This is an optimization exercise on Yosys and OpenROAD, whose aim is small area, a short achievable clock period and few clock cycles per item, not a production implementation.
In this exercise RTL edits were held to simulation tests only and were not proved equivalent to the original.
No activity file was given, so power comes from the tool's default toggle rates.

### design.v
module misty1_s7 (
    input  wire [6:0] idx,
    output wire [6:0] val
);
    assign val[0] = ~((idx[0] ^ ((idx[0] & (((idx[3] & idx[4]) ^ (idx[2] & idx[5])) ^ ((idx[1] & idx[6]) ^ (idx[5] & idx[6])))) ^ (idx[1] & (idx[3] ^ idx[5])))) ^ ((idx[2] & idx[6]) ^ ((idx[3] & (idx[5] & idx[6])) ^ (idx[4] & idx[5]))));
    assign val[1] = ~((idx[6] ^ (idx[0] & ((idx[2] ^ idx[4]) ^ (idx[6] ^ (idx[5] & idx[6]))))) ^ ((idx[1] & (idx[5] ^ (idx[4] & idx[6]))) ^ ((idx[2] & ((idx[4] & idx[5]) ^ (idx[3] & idx[6]))) ^ (idx[3] & (idx[4] ^ idx[6])))));
    assign val[2] = ((idx[4] ^ ((idx[0] & (((idx[2] & idx[3]) ^ (idx[1] & idx[4])) ^ (idx[5] ^ ((idx[4] & idx[5]) ^ (idx[3] & idx[6]))))) ^ (idx[1] & (idx[2] ^ (idx[4] ^ idx[6]))))) ^ ((idx[2] & (idx[4] & idx[6])) ^ ((idx[3] & ((idx[4] & idx[5]) ^ idx[6])) ^ (idx[4] & idx[6]))));
    assign val[3] = ~((idx[0] ^ (idx[1] ^ (idx[0] & ((idx[1] & idx[2]) ^ (idx[3] ^ (idx[4] & idx[6])))))) ^ ((idx[1] & ((idx[4] & idx[5]) ^ (idx[3] & idx[6]))) ^ ((idx[2] & (idx[4] ^ idx[6])) ^ (idx[5] & idx[6]))));
    assign val[4] = ~((idx[5] ^ (idx[0] & (idx[4] ^ (idx[3] & idx[5])))) ^ ((idx[1] & (((idx[3] & idx[4]) ^ (idx[2] & idx[5])) ^ (idx[6] ^ (idx[5] & idx[6])))) ^ ((idx[2] & (idx[3] ^ idx[5])) ^ (idx[4] & (idx[5] & idx[6])))));
    assign val[5] = ((idx[0] ^ (idx[1] ^ idx[2])) ^ (((idx[0] & (((idx[1] & idx[2]) ^ (idx[3] ^ (idx[2] & idx[4]))) ^ (idx[5] ^ ((idx[1] & idx[5]) ^ idx[6])))) ^ (idx[1] & ((idx[2] & idx[3]) ^ idx[4]))) ^ ((idx[2] & (idx[5] & idx[6])) ^ (idx[3] & idx[5]))));
    assign val[6] = ((idx[3] ^ ((idx[0] & ((idx[1] ^ idx[3]) ^ (idx[5] ^ (idx[3] & idx[6])))) ^ (idx[1] & ((idx[3] & idx[5]) ^ (idx[6] ^ (idx[2] & idx[6])))))) ^ ((idx[2] & ((idx[3] & idx[4]) ^ (idx[5] ^ (idx[5] & idx[6])))) ^ ((idx[3] & idx[5]) ^ (idx[4] & idx[6]))));
endmodule
module misty1_s9 (
    input  wire [8:0] idx,
    output wire [8:0] val
);
    assign val[0] = 1'b1 ^ (idx[0] & idx[4]) ^ (idx[0] & idx[5]) ^ (idx[1] & idx[5]) ^ (idx[1] & idx[6]) ^ (idx[2] & idx[6]) ^ (idx[2] & idx[7]) ^ (idx[3] & idx[7]) ^ (idx[3] & idx[8]) ^ (idx[4] & idx[8]);
    assign val[1] = 1'b1 ^ (idx[0] & idx[2]) ^ idx[3] ^ (idx[1] & idx[3]) ^ (idx[2] & idx[3]) ^ (idx[3] & idx[4]) ^ (idx[4] & idx[5]) ^ (idx[0] & idx[6]) ^ (idx[2] & idx[6]) ^ idx[7] ^ (idx[0] & idx[8]) ^ (idx[3] & idx[8]) ^ (idx[5] & idx[8]);
    assign val[2] = (idx[0] & idx[1]) ^ (idx[1] & idx[3]) ^ idx[4] ^ (idx[0] & idx[4]) ^ (idx[2] & idx[4]) ^ (idx[3] & idx[4]) ^ (idx[4] & idx[5]) ^ (idx[0] & idx[6]) ^ (idx[5] & idx[6]) ^ (idx[1] & idx[7]) ^ (idx[3] & idx[7]) ^ idx[8];
    assign val[3] = idx[0] ^ (idx[1] & idx[2]) ^ (idx[2] & idx[4]) ^ idx[5] ^ (idx[1] & idx[5]) ^ (idx[3] & idx[5]) ^ (idx[4] & idx[5]) ^ (idx[5] & idx[6]) ^ (idx[1] & idx[7]) ^ (idx[6] & idx[7]) ^ (idx[2] & idx[8]) ^ (idx[4] & idx[8]);
    assign val[4] = idx[1] ^ (idx[0] & idx[3]) ^ (idx[2] & idx[3]) ^ (idx[0] & idx[5]) ^ (idx[3] & idx[5]) ^ idx[6] ^ (idx[2] & idx[6]) ^ (idx[4] & idx[6]) ^ (idx[5] & idx[6]) ^ (idx[6] & idx[7]) ^ (idx[2] & idx[8]) ^ (idx[7] & idx[8]);
    assign val[5] = idx[2] ^ (idx[0] & idx[3]) ^ (idx[1] & idx[4]) ^ (idx[3] & idx[4]) ^ (idx[1] & idx[6]) ^ (idx[4] & idx[6]) ^ idx[7] ^ (idx[3] & idx[7]) ^ (idx[5] & idx[7]) ^ (idx[6] & idx[7]) ^ (idx[0] & idx[8]) ^ (idx[7] & idx[8]);
    assign val[6] = 1'b1 ^ (idx[0] & idx[1]) ^ idx[3] ^ (idx[1] & idx[4]) ^ (idx[2] & idx[5]) ^ (idx[4] & idx[5]) ^ (idx[2] & idx[7]) ^ (idx[5] & idx[7]) ^ idx[8] ^ (idx[0] & idx[8]) ^ (idx[4] & idx[8]) ^ (idx[6] & idx[8]) ^ (idx[7] & idx[8]);
    assign val[7] = 1'b1 ^ idx[1] ^ (idx[0] & idx[1]) ^ (idx[1] & idx[2]) ^ (idx[2] & idx[3]) ^ (idx[0] & idx[4]) ^ idx[5] ^ (idx[1] & idx[6]) ^ (idx[3] & idx[6]) ^ (idx[0] & idx[7]) ^ (idx[4] & idx[7]) ^ (idx[6] & idx[7]) ^ (idx[1] & idx[8]);
    assign val[8] = 1'b1 ^ idx[0] ^ (idx[0] & idx[1]) ^ (idx[1] & idx[2]) ^ idx[4] ^ (idx[0] & idx[5]) ^ (idx[2] & idx[5]) ^ (idx[3] & idx[6]) ^ (idx[5] & idx[6]) ^ (idx[0] & idx[7]) ^ (idx[0] & idx[8]) ^ (idx[3] & idx[8]) ^ (idx[6] & idx[8]);
endmodule
module misty1_fi (
    input  wire [15:0] x,
    input  wire [15:0] ki,
    output wire [15:0] y
);
    wire [8:0] s9a_out, s9b_out;
    wire [6:0] s7_out;
    misty1_s9 u_s9a (.idx(x[15:7]), .val(s9a_out));
    wire [8:0] d9_a = s9a_out ^ {2'b00, x[6:0]};
    misty1_s7 u_s7 (.idx(x[6:0]), .val(s7_out));
    wire [6:0] d7_b = s7_out ^ d9_a[6:0];
    wire [6:0] d7_c = d7_b ^ ki[15:9];
    wire [8:0] d9_d = d9_a ^ ki[8:0];
    misty1_s9 u_s9b (.idx(d9_d), .val(s9b_out));
    wire [8:0] d9_e = s9b_out ^ {2'b00, d7_c};
    assign y = {d7_c, d9_e};
endmodule
module misty1_fl (
    input  wire [31:0] x,
    input  wire [15:0] ka,
    input  wire [15:0] ko,
    input  wire        inv,
    output wire [31:0] y
);
    wire [15:0] x0 = x[31:16];
    wire [15:0] x1 = x[15:0];
    wire [15:0] fl_x1 = x1 ^ (x0 & ka);
    wire [15:0] fl_x0 = x0 ^ (fl_x1 | ko);
    wire [15:0] fli_x0 = x0 ^ (x1 | ko);
    wire [15:0] fli_x1 = x1 ^ (fli_x0 & ka);
    assign y = inv ? {fli_x0, fli_x1} : {fl_x0, fl_x1};
endmodule
module misty1_fo (
    input  wire [31:0] x,
    input  wire [15:0] ko1,
    input  wire [15:0] ko2,
    input  wire [15:0] ko3,
    input  wire [15:0] ko4,
    input  wire [15:0] ki1,
    input  wire [15:0] ki2,
    input  wire [15:0] ki3,
    output wire [31:0] y
);
    wire [15:0] t0_in = x[31:16];
    wire [15:0] t1_in = x[15:0];
    wire [15:0] fi1_out, fi2_out, fi3_out;
    misty1_fi u_fi1 (.x(t0_in ^ ko1), .ki(ki1), .y(fi1_out));
    wire [15:0] t0_a = fi1_out ^ t1_in;
    misty1_fi u_fi2 (.x(t1_in ^ ko2), .ki(ki2), .y(fi2_out));
    wire [15:0] t1_a = fi2_out ^ t0_a;
    misty1_fi u_fi3 (.x(t0_a ^ ko3), .ki(ki3), .y(fi3_out));
    wire [15:0] t0_b = fi3_out ^ t1_a;
    wire [15:0] t1_b = t1_a ^ ko4;
    assign y = {t1_b, t0_b};
endmodule
module misty1_core (
    input  wire         clk,
    input  wire         rst,           
    input  wire         cmd_valid,
    output wire         cmd_ready,
    input  wire [1:0]   cmd_op,
    input  wire [7:0]   cmd_klen,
    input  wire [127:0] cmd_key,
    input  wire [63:0]  cmd_din,
    output reg          rsp_valid,
    output reg  [1:0]   rsp_status,
    output reg  [7:0]   rsp_info,
    output reg  [63:0]  rsp_dout
);
    localparam OP_BLKSIZE = 2'd0;
    localparam OP_KEYLOAD = 2'd1;
    localparam OP_ENCRYPT = 2'd2;
    localparam OP_DECRYPT = 2'd3;
    localparam ST_OK       = 2'd0;
    localparam ST_BAD_KLEN = 2'd1;
    localparam ST_NO_KEY   = 2'd2;
    localparam S_IDLE = 2'd0;
    localparam S_KEY  = 2'd1;
    localparam S_RUN  = 2'd2;
    reg [1:0]  state;
    reg        kv;               
    reg [15:0] ek [0:15];        
    reg [2:0]  ks_i;             
    reg [4:0]  step;             
    reg        decrypt;
    reg [31:0] d0, d1;
    assign cmd_ready = (state == S_IDLE);
    wire [2:0]  ks_next = ks_i + 3'd1;
    wire [15:0] ks_fi_out;
    misty1_fi u_ks_fi (.x(ek[{1'b0, ks_i}]), .ki(ek[{1'b0, ks_next}]), .y(ks_fi_out));
    wire [2:0] grp = step[4:2];
    wire [1:0] pos = step[1:0];
    reg        uop_fox;    
    reg        uop_h;      
    reg [3:0]  uop_k;      
    always @(*) begin
        if (!decrypt) begin
            case (pos)
                2'd0: begin uop_fox = 1'b0; uop_h = 1'b0; uop_k = {grp, 1'b0}; end
                2'd1: begin uop_fox = 1'b0; uop_h = 1'b1; uop_k = {grp, 1'b1}; end
                2'd2: begin uop_fox = 1'b1; uop_h = 1'b1; uop_k = {grp, 1'b0}; end
                default: begin uop_fox = 1'b1; uop_h = 1'b0; uop_k = {grp, 1'b1}; end
            endcase
        end else begin
            case (pos)
                2'd0: begin uop_fox = 1'b0; uop_h = 1'b0; uop_k = 4'd8 - {grp, 1'b0}; end
                2'd1: begin uop_fox = 1'b0; uop_h = 1'b1; uop_k = 4'd9 - {grp, 1'b0}; end
                2'd2: begin uop_fox = 1'b1; uop_h = 1'b0; uop_k = 4'd7 - {grp, 1'b0}; end
                default: begin uop_fox = 1'b1; uop_h = 1'b1; uop_k = 4'd6 - {grp, 1'b0}; end
            endcase
        end
    end
    wire [2:0]  fl_j  = uop_k[3:1];
    wire [15:0] fl_ka = uop_k[0] ? ek[{1'b1, fl_j + 3'd2}] : ek[{1'b0, fl_j}];
    wire [15:0] fl_ko = uop_k[0] ? ek[{1'b0, fl_j + 3'd4}] : ek[{1'b1, fl_j + 3'd6}];
    wire [31:0] fl_in = uop_h ? d1 : d0;
    wire [31:0] fl_out;
    misty1_fl u_fl (.x(fl_in), .ka(fl_ka), .ko(fl_ko), .inv(decrypt), .y(fl_out));
    wire [2:0]  fo_k = uop_k[2:0];
    wire [31:0] fo_in = uop_h ? d0 : d1;
    wire [31:0] fo_out;
    misty1_fo u_fo (
        .x  (fo_in),
        .ko1(ek[{1'b0, fo_k}]),
        .ko2(ek[{1'b0, fo_k + 3'd2}]),
        .ko3(ek[{1'b0, fo_k + 3'd7}]),
        .ko4(ek[{1'b0, fo_k + 3'd4}]),
        .ki1(ek[{1'b1, fo_k + 3'd5}]),
        .ki2(ek[{1'b1, fo_k + 3'd1}]),
        .ki3(ek[{1'b1, fo_k + 3'd3}]),
        .y  (fo_out)
    );
    wire [31:0] uop_out = uop_fox ? ((uop_h ? d1 : d0) ^ fo_out) : fl_out;
    integer n;
    always @(posedge clk) begin
        if (rst) begin
            state     <= S_IDLE;
            kv        <= 1'b0;
            rsp_valid <= 1'b0;
        end else begin
            rsp_valid <= 1'b0;
            case (state)
                S_IDLE: begin
                    if (cmd_valid) begin
                        case (cmd_op)
                            OP_BLKSIZE: begin
                                rsp_valid  <= 1'b1;
                                rsp_status <= ST_OK;
                                rsp_info   <= 8'd8;
                                rsp_dout   <= 64'd0;
                            end
                            OP_KEYLOAD: begin
                                if (cmd_klen != 8'd16) begin
                                    rsp_valid  <= 1'b1;
                                    rsp_status <= ST_BAD_KLEN;
                                    rsp_info   <= cmd_klen;
                                    rsp_dout   <= 64'd0;
                                end else begin
                                    for (n = 0; n < 8; n = n + 1)
                                        ek[n] <= cmd_key[127 - 16*n -: 16];
                                    kv    <= 1'b0;
                                    ks_i  <= 3'd0;
                                    state <= S_KEY;
                                end
                            end
                            default: begin  
                                if (!kv) begin
                                    rsp_valid  <= 1'b1;
                                    rsp_status <= ST_NO_KEY;
                                    rsp_info   <= 8'd0;
                                    rsp_dout   <= 64'd0;
                                end else begin
                                    decrypt <= (cmd_op == OP_DECRYPT);
                                    if (cmd_op == OP_DECRYPT) begin
                                        d1 <= cmd_din[63:32];
                                        d0 <= cmd_din[31:0];
                                    end else begin
                                        d0 <= cmd_din[63:32];
                                        d1 <= cmd_din[31:0];
                                    end
                                    step  <= 5'd0;
                                    state <= S_RUN;
                                end
                            end
                        endcase
                    end
                end
                S_KEY: begin
                    ek[{1'b1, ks_i}] <= ks_fi_out;
                    ks_i <= ks_next;
                    if (ks_i == 3'd7) begin
                        kv         <= 1'b1;
                        rsp_valid  <= 1'b1;
                        rsp_status <= ST_OK;
                        rsp_info   <= 8'd0;
                        rsp_dout   <= 64'd0;
                        state      <= S_IDLE;
                    end
                end
                S_RUN: begin
                    if (uop_h)
                        d1 <= uop_out;
                    else
                        d0 <= uop_out;
                    step <= step + 5'd1;
                    if (step == 5'd17) begin
                        rsp_valid  <= 1'b1;
                        rsp_status <= ST_OK;
                        rsp_info   <= 8'd0;
                        if (decrypt)
                            rsp_dout <= uop_h ? {d0, uop_out} : {uop_out, d1};
                        else
                            rsp_dout <= uop_h ? {uop_out, d0} : {d1, uop_out};
                        state <= S_IDLE;
                    end
                end
                default: state <= S_IDLE;
            endcase
        end
    end
endmodule
### run.sh
#!/bin/bash
# synth_recipe.tcl (not shown) runs the flow's synth.tcl, then flattens the netlist and writes it again
# the make line also repeats each setting of config.mk as NAME=value (left out here)
make -C /OpenROAD-flow-scripts/flow DESIGN_CONFIG=/design/flow/config.mk WORK_HOME=/design/flow/orfs CLKGATE_MAP_FILE= SYNTH_SCRIPT=/design/flow/synth_recipe.tcl finish
### config.mk
export PLATFORM = sky130hd
export DESIGN_NAME = misty1_core
export DESIGN_NICKNAME = misty1_core
export VERILOG_FILES = /design/flow/design.v
export SDC_FILE = /design/flow/constraint.sdc
export NUM_CORES = 4
export LEC_CHECK = 0
export CAP_MARGIN = 20
export CORE_MARGIN = 2
export CORE_UTILIZATION = 40
export SLEW_MARGIN = 20
export SYNTH_MEMORY_MAX_BITS = 65536
### constraint.sdc
create_clock -name core_clock -period 22.0 [get_ports {clk}]
set_input_delay 4.4000 -clock core_clock [delete_from_list [all_inputs] [get_ports {clk}]]
set_output_delay 4.4000 -clock core_clock [all_outputs]
set_load 0.01 [all_outputs]
==> results of run 1 <==
[kinds of logic (layout without fill, tap and decap cells)]
kind of cell / after synthesis / count (layout) / share of synthesized area
other cells: 0 / 2 / 0
simple gates: 1664 / 1664 / 0.171
fa+ha+maj: 44 / 44 / 0.0125
buf+inv: 427 / 562 / 0.0416
flops: 410 / 410 / 0.284
mux: 538 / 538 / 0.154
xor+xnor: 795 / 795 / 0.182
compound gates: 1006 / 1006 / 0.155
[tightest hold or removal path, cell delays in order (launching register included)]
cell,delay (ns)
dfxtp_1,0.34
a21oi_1,0.12
nor3_1,0.05
[how the worst min path moves through the flow]
stage                               start                    end  slack (ns)  cells past startpoint
floorplan                 kv$_SDFFE_PP0P_        kv$_SDFFE_PP0P_        0.51                      2
global placement    state[0]$_SDFFE_PP0P_  state[0]$_SDFFE_PP0P_        0.54                      2
detailed placement        kv$_SDFFE_PP0P_        kv$_SDFFE_PP0P_        0.54                      2
CTS                       kv$_SDFFE_PP0P_        kv$_SDFFE_PP0P_        0.55                      2
global route        state[0]$_SDFFE_PP0P_  state[0]$_SDFFE_PP0P_        0.61                      2
finish                    kv$_SDFFE_PP0P_        kv$_SDFFE_PP0P_        0.55                      2
[state kept, by name, summed over array words and instances (netlist names), named ones only]
register / flops
ek: 256
rsp_dout: 64
d0: 32
d1: 32
rsp_info: 8
step: 5
ks_i: 3
rsp_status: 2
state: 2
decrypt: 1
kv: 1
rsp_valid: 1
[routing by layer]
metal,wire length (microns),vias to the layer above,track usage
met5,0,-,0
met2,70600,1772,0.430
met1,66100,18522,0.377
li1,-,17771,-
met4,7600,0,0.122
met3,13700,270,0.0468
[cell usage in the layout, fill, tap and decap left out, drive strengths merged, types with 60 or more instances in the layout]
cell           instances
xor2                 163
inv                   62
a31oi                 82
mux2i                409
a211oi                68
and3                  98
nand3                140
buf                  128
mux4                  97
nor3                  67
edfxtp               403
a21oi                246
o21ai                256
xnor2                606
a21boi                60
nand2                764
clkdlybuf4s50        280
nor2                 399
[layout make-up]
cell class                 instances  area, sq um
sequential                       410        12200
multi-input combinational       4047        29400
timing repair buffer             408         3780
fill                           10231        58000
clock buffer                      59         1260
clock inverter                    29          297
inverter                          66          256
antenna                            2         5.00
tap                             1403         1760
[through the flow]
step	cells	area, sq um	util	total power (uW)	worst slack [ns]
2_1_floorplan	4884	43200	-	934	4.70
5_1_grt	6422	49000	0.458	1830	9.99
3_3_place_gp	6333	47400	0.443	998	10.89
4_1_cts	6422	49000	0.458	1800	10.64
3_5_place_dp	6334	47400	0.443	999	10.71
6_report	6424	49000	0.458	1780	10.55
[power by group]
part	switching (uW)	internal (uW)	total [uW]
clock	350	450	801
sequential	1.78	860	862
combinational	53.9	66.8	121
==> results.sh, run 1 <==
export IMPL_cts_buffers=48
export IMPL_grt_pass1_vias=35160
export IMPL_path_depth=31
export IMPL_drive_gt1_frac=0.109
export IMPL_gp_congestion=0.978
export IMPL_async_flop_share=0
export IMPL_syn_num_nets=5129
export IMPL_min_period_ns=11.45
export IMPL_synthTopCellsByArea="edfxtp_1 28%, xnor2_1 12%, mux2i_1 9.4%"
export IMPL_hold_worst_slack_ns=0.554
export IMPL_reg2reg_depth=31
export IMPL_ff2ff_setup_slack_ns=10.55
export IMPL_core_sq_um=107000
export IMPL_worstHoldPathType="flop to flop"
export IMPL_synthFlopType="edfxtp_1"
export IMPL_clk_pin_slew_worst_paths_ns=0.06
export IMPL_grt_use_total=0.277
export IMPL_crit_required_ns=22.38
export IMPL_power_density_nw_per_um2=36.4
export IMPL_synth_top_cells_by_count="764 x nand2_1, 574 x xnor2_1, 406 x mux2i_1"
export IMPL_routed_via_density=5.97
export IMPL_root_buffer="clkbuf_16"
export IMPL_avgSynthCellArea_sq_um=8.84
export IMPL_die_h_microns=333
export IMPL_dieArea_sq_um=111000
export IMPL_avgRoutedWirePerCell_microns=24.6
export IMPL_clock_skew_ns=0.0329
export IMPL_maxSlewHeadroom=0.173
export IMPL_crit_type="flop to flop"
export IMPL_hpwl_mm=120
export IMPL_tns_ns=0
export IMPL_worst_path_dominant_cell_family="XOR/XNOR gates"
export IMPL_synth_seq_cells=410
export IMPL_endpoint="rsp_dout[6]$_SDFFCE_PN0P_"
export IMPL_netlist_area_leader_share=0.280
export IMPL_area_growth_pct=13.5
export IMPL_cp_arrival_ns=11.84
export IMPL_drt_total_wl_mm=158
export IMPL_setup_viol=0
export IMPL_slowest_stage="o221ai_4"
export IMPL_antenna_found_initial=0
export IMPL_cts_num_sinks=410
export IMPL_grt_max_degree=95
export IMPL_worstMarginPinSlew_ns=1.21
export IMPL_start_kind="flop"
export IMPL_rr_startpoint="decrypt$_DFFE_PP_"
export IMPL_r2r_end="rsp_dout[6]$_SDFFCE_PN0P_"
export IMPL_post_cts_buffers=0
export IMPL_maxCapViolCount=0
export IMPL_slew_violations=0
export IMPL_htreeDepth=2
export IMPL_ioPinCount=281
export IMPL_hold_viol=0
export IMPL_yosysMostFrequentCell="nand2_1"
export IMPL_crit_start="decrypt$_DFFE_PP_"
export IMPL_post_route_period_util=0.521
export IMPL_crit_path_end_kind="flop"
export IMPL_worstPathMaxFanout=90
export IMPL_cts_resized=0
export IMPL_synth_edf_count=403
export IMPL_status="timing/DRC/antenna clean"
export IMPL_cp_num_buf_inv=6
export IMPL_overflow=0
export IMPL_dr_total_vias=38335
export IMPL_grt_pass1_wl_mm=233
export IMPL_firstDrtPassIters=5
export IMPL_fp_row_count=120
export IMPL_irDropWorstVdd_uv=51.3
export IMPL_insertion_delay_ns=0.65
export IMPL_rsz0062_at_grt="false"
export IMPL_yosysWarnings=1
export IMPL_leakagePower_uw=0.0180
export IMPL_drc=0
export IMPL_cts_max_path_buffers=3
export IMPL_final_nets=5226
export IMPL_portBuffers=280
export IMPL_die_width_microns=333
export IMPL_netlist_instances=4884
export IMPL_drt_iter0_drc=4950
export IMPL_ys_seq_area_frac=0.284
export IMPL_initial_core_util=0.403
export IMPL_syn_cell_area_sq_um=43200
export IMPL_slowest_delay_ns=0.82
export IMPL_cts_tree="done"
export IMPL_yosysUniqueCellTypes=121
export IMPL_cpMostUsedCell="xnor2_1"
export IMPL_yosys_area_top_type="edfxtp_1"
export IMPL_fmax_ghz=0.0873
export IMPL_antenna_left=0
export IMPL_hold_buffers=0
Testbench counts, summed over its fixed seeds: cycles 39,200, items 2,048.
==> inputs of run 2 (changes only) <==
--- a/design.v
+++ b/design.v
@@ -109,3 +109,2 @@
     reg [2:0]  ks_i;             
-    reg [4:0]  step;             
     reg        decrypt;
@@ -116,30 +115,14 @@
     misty1_fi u_ks_fi (.x(ek[{1'b0, ks_i}]), .ki(ek[{1'b0, ks_next}]), .y(ks_fi_out));
-    wire [2:0] grp = step[4:2];
-    wire [1:0] pos = step[1:0];
-    reg        uop_fox;    
-    reg        uop_h;      
-    reg [3:0]  uop_k;      
-    always @(*) begin
-        if (!decrypt) begin
-            case (pos)
-                2'd0: begin uop_fox = 1'b0; uop_h = 1'b0; uop_k = {grp, 1'b0}; end
-                2'd1: begin uop_fox = 1'b0; uop_h = 1'b1; uop_k = {grp, 1'b1}; end
-                2'd2: begin uop_fox = 1'b1; uop_h = 1'b1; uop_k = {grp, 1'b0}; end
-                default: begin uop_fox = 1'b1; uop_h = 1'b0; uop_k = {grp, 1'b1}; end
-            endcase
-        end else begin
-            case (pos)
-                2'd0: begin uop_fox = 1'b0; uop_h = 1'b0; uop_k = 4'd8 - {grp, 1'b0}; end
-                2'd1: begin uop_fox = 1'b0; uop_h = 1'b1; uop_k = 4'd9 - {grp, 1'b0}; end
-                2'd2: begin uop_fox = 1'b1; uop_h = 1'b0; uop_k = 4'd7 - {grp, 1'b0}; end
-                default: begin uop_fox = 1'b1; uop_h = 1'b1; uop_k = 4'd6 - {grp, 1'b0}; end
-            endcase
-        end
-    end
-    wire [2:0]  fl_j  = uop_k[3:1];
-    wire [15:0] fl_ka = uop_k[0] ? ek[{1'b1, fl_j + 3'd2}] : ek[{1'b0, fl_j}];
-    wire [15:0] fl_ko = uop_k[0] ? ek[{1'b0, fl_j + 3'd4}] : ek[{1'b1, fl_j + 3'd6}];
-    wire [31:0] fl_in = uop_h ? d1 : d0;
-    wire [31:0] fl_out;
-    misty1_fl u_fl (.x(fl_in), .ka(fl_ka), .ko(fl_ko), .inv(decrypt), .y(fl_out));
+    reg  [2:0] grp;
+    reg  [1:0] pos;
+    wire       uop_fox = (pos != 2'd0);
+    wire       uop_h   = decrypt ? (pos == 2'd2) : (pos == 2'd1);   
+    wire [3:0] uop_k   = decrypt ? ((pos == 2'd1) ? 4'd7 - {grp, 1'b0} : 4'd6 - {grp, 1'b0})
+                                 : ((pos == 2'd1) ? {grp, 1'b0} : {grp, 1'b1});
+    wire [2:0]  fl_j = decrypt ? 3'd4 - grp : grp;
+    wire [31:0] fl0_out, fl1_out;
+    misty1_fl u_fl0 (.x(d0), .ka(ek[{1'b0, fl_j}]), .ko(ek[{1'b1, fl_j + 3'd6}]),
+                     .inv(decrypt), .y(fl0_out));
+    misty1_fl u_fl1 (.x(d1), .ka(ek[{1'b1, fl_j + 3'd2}]), .ko(ek[{1'b0, fl_j + 3'd4}]),
+                     .inv(decrypt), .y(fl1_out));
     wire [2:0]  fo_k = uop_k[2:0];
@@ -158,3 +141,3 @@
     );
-    wire [31:0] uop_out = uop_fox ? ((uop_h ? d1 : d0) ^ fo_out) : fl_out;
+    wire [31:0] fox_out = (uop_h ? d1 : d0) ^ fo_out;
     integer n;
@@ -206,3 +189,4 @@
                                     end
-                                    step  <= 5'd0;
+                                    grp   <= 3'd0;
+                                    pos   <= 2'd0;
                                     state <= S_RUN;
@@ -226,8 +210,17 @@
                 S_RUN: begin
-                    if (uop_h)
-                        d1 <= uop_out;
-                    else
-                        d0 <= uop_out;
-                    step <= step + 5'd1;
-                    if (step == 5'd17) begin
+                    if (uop_fox) begin
+                        if (uop_h)
+                            d1 <= fox_out;
+                        else
+                            d0 <= fox_out;
+                    end else begin
+                        d0 <= fl0_out;
+                        d1 <= fl1_out;
+                    end
+                    if (pos == 2'd2) begin
+                        pos <= 2'd0;
+                        grp <= grp + 3'd1;
+                    end else
+                        pos <= pos + 2'd1;
+                    if (grp == 3'd4) begin
                         rsp_valid  <= 1'b1;
@@ -235,7 +228,4 @@
                         rsp_info   <= 8'd0;
-                        if (decrypt)
-                            rsp_dout <= uop_h ? {d0, uop_out} : {uop_out, d1};
-                        else
-                            rsp_dout <= uop_h ? {uop_out, d0} : {d1, uop_out};
-                        state <= S_IDLE;
+                        rsp_dout   <= decrypt ? {fl0_out, fl1_out} : {fl1_out, fl0_out};
+                        state      <= S_IDLE;
                     end
==> results.sh, run 2 <==
export IMPL_status="timing/DRC/antenna clean"
export IMPL_tns_ns=0
export IMPL_synth_seq_cells=410
export IMPL_grt_use_met1=0.395
export IMPL_avgSynthCellArea_sq_um=9.45
export IMPL_min_period_ns=11.05
export IMPL_leakagePower_uw=0.0188
export IMPL_dieArea_sq_um=120000
export IMPL_yosysUniqueCellTypes=124
export IMPL_synthFlopType="edfxtp_1"
export IMPL_grt_pass1_wl_mm=267
export IMPL_yosysMostFrequentCell="xnor2_1"
export IMPL_post_cts_buffers=0
export IMPL_gp_congestion=1.01
export IMPL_yosys_area_top_type="edfxtp_1"
export IMPL_cts_buffers=48
export IMPL_hold_buffers=0
export IMPL_top_register="ek"
export IMPL_grt_max_degree=83
export IMPL_synth_compound_area_share=0.179
export IMPL_start_kind="flop"
export IMPL_cts_num_sinks=410
export IMPL_fp_row_count=125
export IMPL_syn_num_nets=5207
export IMPL_worstPathMaxFanout=66
export IMPL_grt_pass1_vias=38182
export IMPL_rsz0062_at_grt="false"
export IMPL_slew_violations=0
export IMPL_avgRoutedWirePerCell_microns=28.3
export IMPL_fin_ws_ns=10.95
export IMPL_largest_registers="ek x256, rsp_dout x64"
export IMPL_core_sq_um=116000
export IMPL_crit_path_end_kind="flop"
export IMPL_maxSlewHeadroom=0.106
export IMPL_die_h_microns=346
export IMPL_rr_startpoint="decrypt$_DFFE_PP_"
export IMPL_clock_skew_ns=0.0464
export IMPL_r2r_end="d1[3]$_DFFE_PP_"
export IMPL_crit_required_ns=22.39
export IMPL_p_clk_frac=0.252
export IMPL_antenna_left=0
export IMPL_reg2reg_depth=31
export IMPL_drc=0
export IMPL_async_flop_share=0
export IMPL_maxCapViolCount=0
export IMPL_holdPathEnd="kv$_SDFFE_PP0P_"
export IMPL_power_density_nw_per_um2=65.8
export IMPL_synthSimpleGateAreaFrac=0.127
export IMPL_cts_tree="done"
export IMPL_yosysWarnings=1
export IMPL_syn_cell_area_sq_um=46900
export IMPL_comb_power_share=0.496
export IMPL_cts_resized=0
export IMPL_synth_edf_count=403
export IMPL_muxShareOfSynthArea=0.205
export IMPL_grt_use_total=0.299
export IMPL_setup_viol=0
export IMPL_dp_slack_ns=11.05
export IMPL_synthAdderAreaFrac=0.0110
export IMPL_post_route_period_util=0.502
export IMPL_initial_core_util=0.404
export IMPL_whs_path_depth=2
export IMPL_ioPinCount=281
export IMPL_final_util=0.454
export IMPL_met3_usage=0.0653
export IMPL_netlist_area_leader_share=0.258
export IMPL_seq_power_share=0.252
export IMPL_final_nets=5251
export IMPL_gr_usage_met2=0.456
export IMPL_dr_total_vias=41778
export IMPL_ys_seq_area_frac=0.261
export IMPL_firstDrtPassIters=6
export IMPL_synth_top_family_by_area="multiplexers"
export IMPL_fmax_ghz=0.0905
export IMPL_worstMarginPinSlew_ns=1.30
export IMPL_min_delay_start="kv$_SDFFE_PP0P_"
export IMPL_power_total_uw=3470
export IMPL_synthTopCellsByArea="edfxtp_1 26%, xnor2_1 11%, mux4_2 11%"
export IMPL_root_buffer="clkbuf_16"
export IMPL_crit_type="flop to flop"
export IMPL_p_sw_uw=1290
export IMPL_drt_iter0_drc=5242
export IMPL_die_width_microns=346
export IMPL_slowest_delay_ns=0.72
export IMPL_power_internal_uw=2180
export IMPL_cp_arrival_ns=11.44
export IMPL_ff2ff_setup_slack_ns=10.95
export IMPL_worstHoldPathType="flop to flop"
export IMPL_hold_viol=0
export IMPL_synth_top_cells_by_count="586 x xnor2_1, 409 x a21oi_1, 403 x edfxtp_1, 403 x nand2_1, 395 x nor2_1"
export IMPL_antenna_cells=0
export IMPL_netlist_instances=4964
export IMPL_routed_via_density=6.36
export IMPL_final_cell_mix="576 x xnor2_1, 408 x a21oi_1, 403 x edfxtp_1"
export IMPL_area_growth_pct=12.5
export IMPL_largest_register_ffs=256
export IMPL_switching_share=0.371
export IMPL_portBuffers=280
export IMPL_htreeDepth=2
export IMPL_drive_gt1_frac=0.140
export IMPL_drt_total_wl_mm=186
export IMPL_antenna_found_initial=2
export IMPL_cts_max_path_buffers=3
export IMPL_overflow=0
export IMPL_insertion_delay_ns=0.67
export IMPL_cpMostUsedCell="xnor2_1"
export IMPL_synthXorXnorAreaFrac=0.173
export IMPL_mostFrequentLayoutCell="xnor2_1"
export IMPL_clk_pin_slew_worst_paths_ns=0.06
export IMPL_slowest_stage="xor2_1"
export IMPL_hpwl_mm=142
export IMPL_irDropWorstVdd_uv=124
export IMPL_grt_busiest_layer="met2"
[run 2: metrics by stage]
step           instance area, sq um  cells  hold WS [ns]
2_1_floorplan                 46900   4964         0.506
3_3_place_gp                  51000   6482         0.533
3_5_place_dp                  51000   6482         0.535
4_1_cts                       52700   6571         0.542
5_1_grt                       52800   6571         0.598
6_report                      52800   6571         0.541
[run 2: final cells by class]
cell class	count	area [sq um]
Fill cell	10902	63400
Clock inverter	33	447
Timing Repair Buffer	398	3700
Clock buffer	56	1250
Inverter	89	339
Sequential cell	410	12200
Tap cell	1524	1910
Multi-Input combinational cell	4061	32900
[run 2: logic make-up after synthesis]
kind of cell,count (synthesis)
AOI/OAI and AO/OA,1293
and+or+nand+nor,1256
xor gates and xnor gates,800
muxes,670
buffers and inverters,493
DFF,410
adders and majority gates,42
[run 2: routing by layer]
| layer | wire length [microns] | part of all wire |
|---|---|---|
| met1 | 75000 | 0.40 |
| met2 | 81800 | 0.44 |
| met3 | 17700 | 0.095 |
| met4 | 11400 | 0.061 |
| met5 | 30 | 0.00016 |
[run 2: worst max-delay path, delay by kind of cell, from the launching register on]
kind | cells | cell delay (ns)
flip-flops | 1 | 0.32
AO/OA/AOI/OAI | 6 | 1.14
XOR/XNOR | 15 | 4.95
AND/OR/NAND/NOR | 1 | 0.71
adder cells (fa/ha/maj) | 2 | 0.56
multiplexers | 2 | 0.54
buffers and inverters | 5 | 2.45
[run 2: how the worst max path moves through the flow]
stage,startpoint,end,slack (ns),depth (start not counted)
floorplan,cmd_klen[5],ek[0][0]$_DFFE_PP_,7.55,5
global placement,decrypt$_DFFE_PP_,d0[3]$_DFFE_PP_,11.17,31
detailed placement,decrypt$_DFFE_PP_,d0[3]$_DFFE_PP_,11.05,31
CTS,decrypt$_DFFE_PP_,d1[3]$_DFFE_PP_,11.04,31
global route,decrypt$_DFFE_PP_,d0[3]$_DFFE_PP_,10.22,31
finish,decrypt$_DFFE_PP_,d1[3]$_DFFE_PP_,10.95,31
[run 2: power groups by stage]
stage / Sequential (uW) / Combinational (uW) / Clock (uW)
floorplan: 895 / 1300 / 0
global placement: 890 / 1680 / 0
detailed placement: 891 / 1690 / 0
CTS: 874 / 1700 / 892
global route: 874 / 1830 / 919
finish: 874 / 1720 / 876
Testbench counts of run 2, summed over its fixed seeds: cycles 28,960, items 2,048.
==> inputs of run 3 (changes only) <==
--- a/design.v
+++ b/design.v
@@ -116,7 +116,6 @@
     reg  [2:0] grp;
-    reg  [1:0] pos;
-    wire       uop_fox = (pos != 2'd0);
-    wire       uop_h   = decrypt ? (pos == 2'd2) : (pos == 2'd1);   
-    wire [3:0] uop_k   = decrypt ? ((pos == 2'd1) ? 4'd7 - {grp, 1'b0} : 4'd6 - {grp, 1'b0})
-                                 : ((pos == 2'd1) ? {grp, 1'b0} : {grp, 1'b1});
+    reg        pos;
+    wire       uop_h = decrypt ? pos : ~pos;       
+    wire [3:0] uop_k = decrypt ? (pos ? 4'd6 - {grp, 1'b0} : 4'd7 - {grp, 1'b0})
+                               : {grp, pos};
     wire [2:0]  fl_j = decrypt ? 3'd4 - grp : grp;
@@ -128,3 +127,5 @@
     wire [2:0]  fo_k = uop_k[2:0];
-    wire [31:0] fo_in = uop_h ? d0 : d1;
+    wire [31:0] h0 = pos ? d0 : fl0_out;
+    wire [31:0] h1 = pos ? d1 : fl1_out;
+    wire [31:0] fo_in = uop_h ? h0 : h1;
     wire [31:0] fo_out;
@@ -141,3 +142,3 @@
     );
-    wire [31:0] fox_out = (uop_h ? d1 : d0) ^ fo_out;
+    wire [31:0] fox_out = (uop_h ? h1 : h0) ^ fo_out;
     integer n;
@@ -190,3 +191,3 @@
                                     grp   <= 3'd0;
-                                    pos   <= 2'd0;
+                                    pos   <= 1'b0;
                                     state <= S_RUN;
@@ -210,16 +211,12 @@
                 S_RUN: begin
-                    if (uop_fox) begin
-                        if (uop_h)
-                            d1 <= fox_out;
-                        else
-                            d0 <= fox_out;
+                    if (uop_h) begin
+                        d0 <= h0;
+                        d1 <= fox_out;
                     end else begin
-                        d0 <= fl0_out;
-                        d1 <= fl1_out;
-                    end
-                    if (pos == 2'd2) begin
-                        pos <= 2'd0;
+                        d0 <= fox_out;
+                        d1 <= h1;
+                    end
+                    pos <= ~pos;
+                    if (pos)
                         grp <= grp + 3'd1;
-                    end else
-                        pos <= pos + 2'd1;
                     if (grp == 3'd4) begin
==> results.sh, run 3 <==
export IMPL_status="timing/DRC/antenna clean"
export IMPL_final_cell_mix="610 x mux2i_1, 579 x xnor2_1, 452 x nand2_1"
export IMPL_async_flop_share=0
export IMPL_rr_startpoint="grp[1]$_SDFFCE_PN0P_"
export IMPL_insertion_delay_ns=0.65
export IMPL_avgSynthCellArea_sq_um=9.16
export IMPL_antenna_left=0
export IMPL_antenna_cells=0
export IMPL_grt_max_degree=91
export IMPL_antenna_found_initial=3
export IMPL_cts_buffers=47
export IMPL_power_density_nw_per_um2=39.1
export IMPL_fin_ws_ns=9.26
export IMPL_min_period_ns=12.74
export IMPL_whs_path_depth=2
export IMPL_synthFlopType="edfxtp_1"
export IMPL_maxCapViolCount=0
export IMPL_largest_registers="ek x256, rsp_dout x64"
export IMPL_root_buffer="clkbuf_16"
export IMPL_final_util=0.454
export IMPL_tns_ns=0
export IMPL_overflow=0
export IMPL_ys_seq_area_frac=0.252
export IMPL_core_sq_um=120000
export IMPL_grt_pass1_vias=39934
export IMPL_ioPinCount=281
export IMPL_hold_buffers=0
export IMPL_reg2reg_depth=34
export IMPL_multi_input_area_sq_um=34200
export IMPL_grt_pass1_wl_mm=278
export IMPL_worstPathMaxFanout=38
export IMPL_dr_total_vias=44109
export IMPL_initial_core_util=0.404
export IMPL_die_width_microns=352
export IMPL_yosysWarnings=1
export IMPL_mostFrequentLayoutCell="mux2i_1"
export IMPL_cpMostUsedCell="xnor2_1"
export IMPL_clock_skew_ns=0.0608
export IMPL_gp_congestion=0.987
export IMPL_cts_max_path_buffers=3
export IMPL_hpwl_mm=148
export IMPL_ff2ff_setup_slack_ns=9.26
export IMPL_yosys_area_top_type="edfxtp_1"
export IMPL_yosysMostFrequentCell="mux2i_1"
export IMPL_setup_viol=0
export IMPL_drive_gt1_frac=0.115
export IMPL_worstMarginPinSlew_ns=1.27
export IMPL_synthTopCellsByArea="edfxtp_1 25%, mux2i_1 13%, xnor2_1 11%"
export IMPL_hold_worst_slack_ns=0.543
export IMPL_grt_use_total=0.295
export IMPL_cts_num_sinks=409
export IMPL_portBuffers=280
export IMPL_cp_arrival_ns=13.23
export IMPL_start_kind="flop"
export IMPL_crit_type="flop to flop"
export IMPL_drt_iter0_drc=5716
export IMPL_slew_violations=0
export IMPL_netlist_area_leader_share=0.249
export IMPL_synth_edf_count=402
export IMPL_syn_cell_area_sq_um=48500
export IMPL_routed_via_density=6.29
export IMPL_die_h_microns=352
export IMPL_final_nets=5608
export IMPL_largest_register_ffs=256
export IMPL_post_cts_buffers=0
export IMPL_post_route_period_util=0.579
export IMPL_dp_slack_ns=9.56
export IMPL_min_delay_start="kv$_SDFFE_PP0P_"
export IMPL_htreeDepth=2
export IMPL_holdPathEnd="kv$_SDFFE_PP0P_"
export IMPL_drt_total_wl_mm=191
export IMPL_clk_pin_slew_worst_paths_ns=0.07
export IMPL_layout_area_seq_sq_um=12200
export IMPL_leakagePower_uw=0.0199
export IMPL_irDropWorstVdd_uv=50.6
export IMPL_syn_num_nets=5543
export IMPL_synth_seq_cells=409
export IMPL_r2r_end="d0[5]$_DFFE_PP_"
export IMPL_top_register="ek"
export IMPL_maxSlewHeadroom=0.131
export IMPL_worstHoldPathType="flop to flop"
export IMPL_yosysUniqueCellTypes=124
export IMPL_avgRoutedWirePerCell_microns=27.2
export IMPL_firstDrtPassIters=8
export IMPL_drc=0
export IMPL_hold_viol=0
export IMPL_slowest_stage="mux2i_1"
export IMPL_crit_path_end_kind="flop"
export IMPL_cts_tree="done"
export IMPL_fillers=11623
export IMPL_dieArea_sq_um=124000
export IMPL_power_total_uw=2130
export IMPL_synth_top_cells_by_count="622 x mux2i_1, 590 x xnor2_1, 453 x nand2_1"
export IMPL_fmax_ghz=0.0785
export IMPL_slowest_delay_ns=0.91
export IMPL_area_growth_pct=12.2
export IMPL_crit_required_ns=22.49
export IMPL_netlist_instances=5302
export IMPL_fp_row_count=127
export IMPL_cts_resized=0
export IMPL_rsz0062_at_grt="false"
## run 3: cell types whose count changed in the layout (fill, tap and decap cells not counted), sizes merged, moves of 22 or more
cell	change
mux2i	+265
a21oi	-100
mux4	-71
o21ai	+69
nand2	+48
a21o	-40
buf	+39
nand2b	+33
nand3b	-25
nor3	+25
o22ai	-25
or3	+22
## run 3: cells by family (layout without fill, tap and decap cells)
group,Yosys count,count (layout),share of synthesized area
mux,844,844,0.217
buf+inv,523,627,0.0490
xor+xnor,806,806,0.166
compound gates,1281,1281,0.172
simple gates,1400,1400,0.134
flops,409,409,0.252
fa+ha+maj,39,39,0.00992
## run 3: how the worst max path moves through the flow
stage / from / endpoint / slack (ns)
after floorplan: cmd_klen[1] / rsp_dout[0]$_SDFFCE_PN0P_ / 4.84
after global placement: grp[1]$_SDFFCE_PN0P_ / d0[5]$_DFFE_PP_ / 9.63
after detailed placement: grp[1]$_SDFFCE_PN0P_ / d1[5]$_DFFE_PP_ / 9.56
after CTS: grp[1]$_SDFFCE_PN0P_ / d1[5]$_DFFE_PP_ / 9.48
after global routing: grp[1]$_SDFFCE_PN0P_ / d0[5]$_DFFE_PP_ / 8.67
final: grp[1]$_SDFFCE_PN0P_ / d0[5]$_DFFE_PP_ / 9.26
## run 3: area by class of cell
type | count | area share
well taps | 1612 | 0.0370
inverters | 102 | 0.00716
clock inverters | 25 | 0.00586
multi-input cells | 4370 | 0.628
flip-flops and latches | 409 | 0.224
clock buffers | 63 | 0.0242
repair buffers | 437 | 0.0734
## run 3: critical path, delay by kind of cell (launching register included)
family / cells / cell delay (ns)
multiplexers: 3 / 1.72
flip-flops: 1 / 0.87
XOR/XNOR: 14 / 4.56
AO/OA/AOI/OAI: 2 / 0.95
buffers and inverters: 5 / 1.87
adder cells (fa/ha/maj): 3 / 1.18
AND/OR/NAND/NOR: 7 / 1.34
## run 3: metal layers
metal  vias up  global-route usage  part of all wire
met1     21675               0.422              0.43
met4         0               0.105             0.039
li1      19830                   -                 -
met3       284              0.0659              0.11
met5         -                   0                 0
met2      2320               0.434              0.42
## run 3: power by group
group / total [uW] / switching, uW / leakage, uW / internal [uW]
combinational: 413 / 234 / 0.0154 / 180
sequential: 876 / 2.12 / 0.00373 / 874
clock: 840 / 356 / 0.000782 / 484
## run 3: through the flow
| stage | area, sq um | cells |
|---|---|---|
| 2_1_floorplan | 48500 | 5302 |
| 5_1_grt | 54500 | 7018 |
| 4_1_cts | 54400 | 7017 |
| 3_3_place_gp | 52800 | 6928 |
| 3_5_place_dp | 52800 | 6929 |
| 6_report | 54500 | 7018 |
Testbench counts of run 3, summed over its fixed seeds: cycles 20,768, items 2,048.

[port drivers added, routing unchanged]
Ports are ideal in the flow. The routed layouts listed here were re-timed in OpenROAD.
Step 1 assumes that a clkbuf_16 drives the clock port and a buf_2 every other input.
Step 2 moves the port delays by t, midway between the first and last clock arrival at a register: inputs arrive t later, outputs are due t later. That takes back most of the time a late clock gives input paths.
Three values: no drivers, after step 1, after step 2; two values: the first two.
run	t, ns	setup slack, ns	worst register clock-pin slew, ns	pins driven straight from the clock port
run 1	0.710	10.548 / 10.548 / 10.548	0.07 / 0.07	1
run 2	0.718	10.952 / 10.952 / 10.952	0.07 / 0.07	1
run 3	0.700	9.262 / 9.262 / 9.262	0.07 / 0.07	1
After both steps every run listed still meets setup and hold.
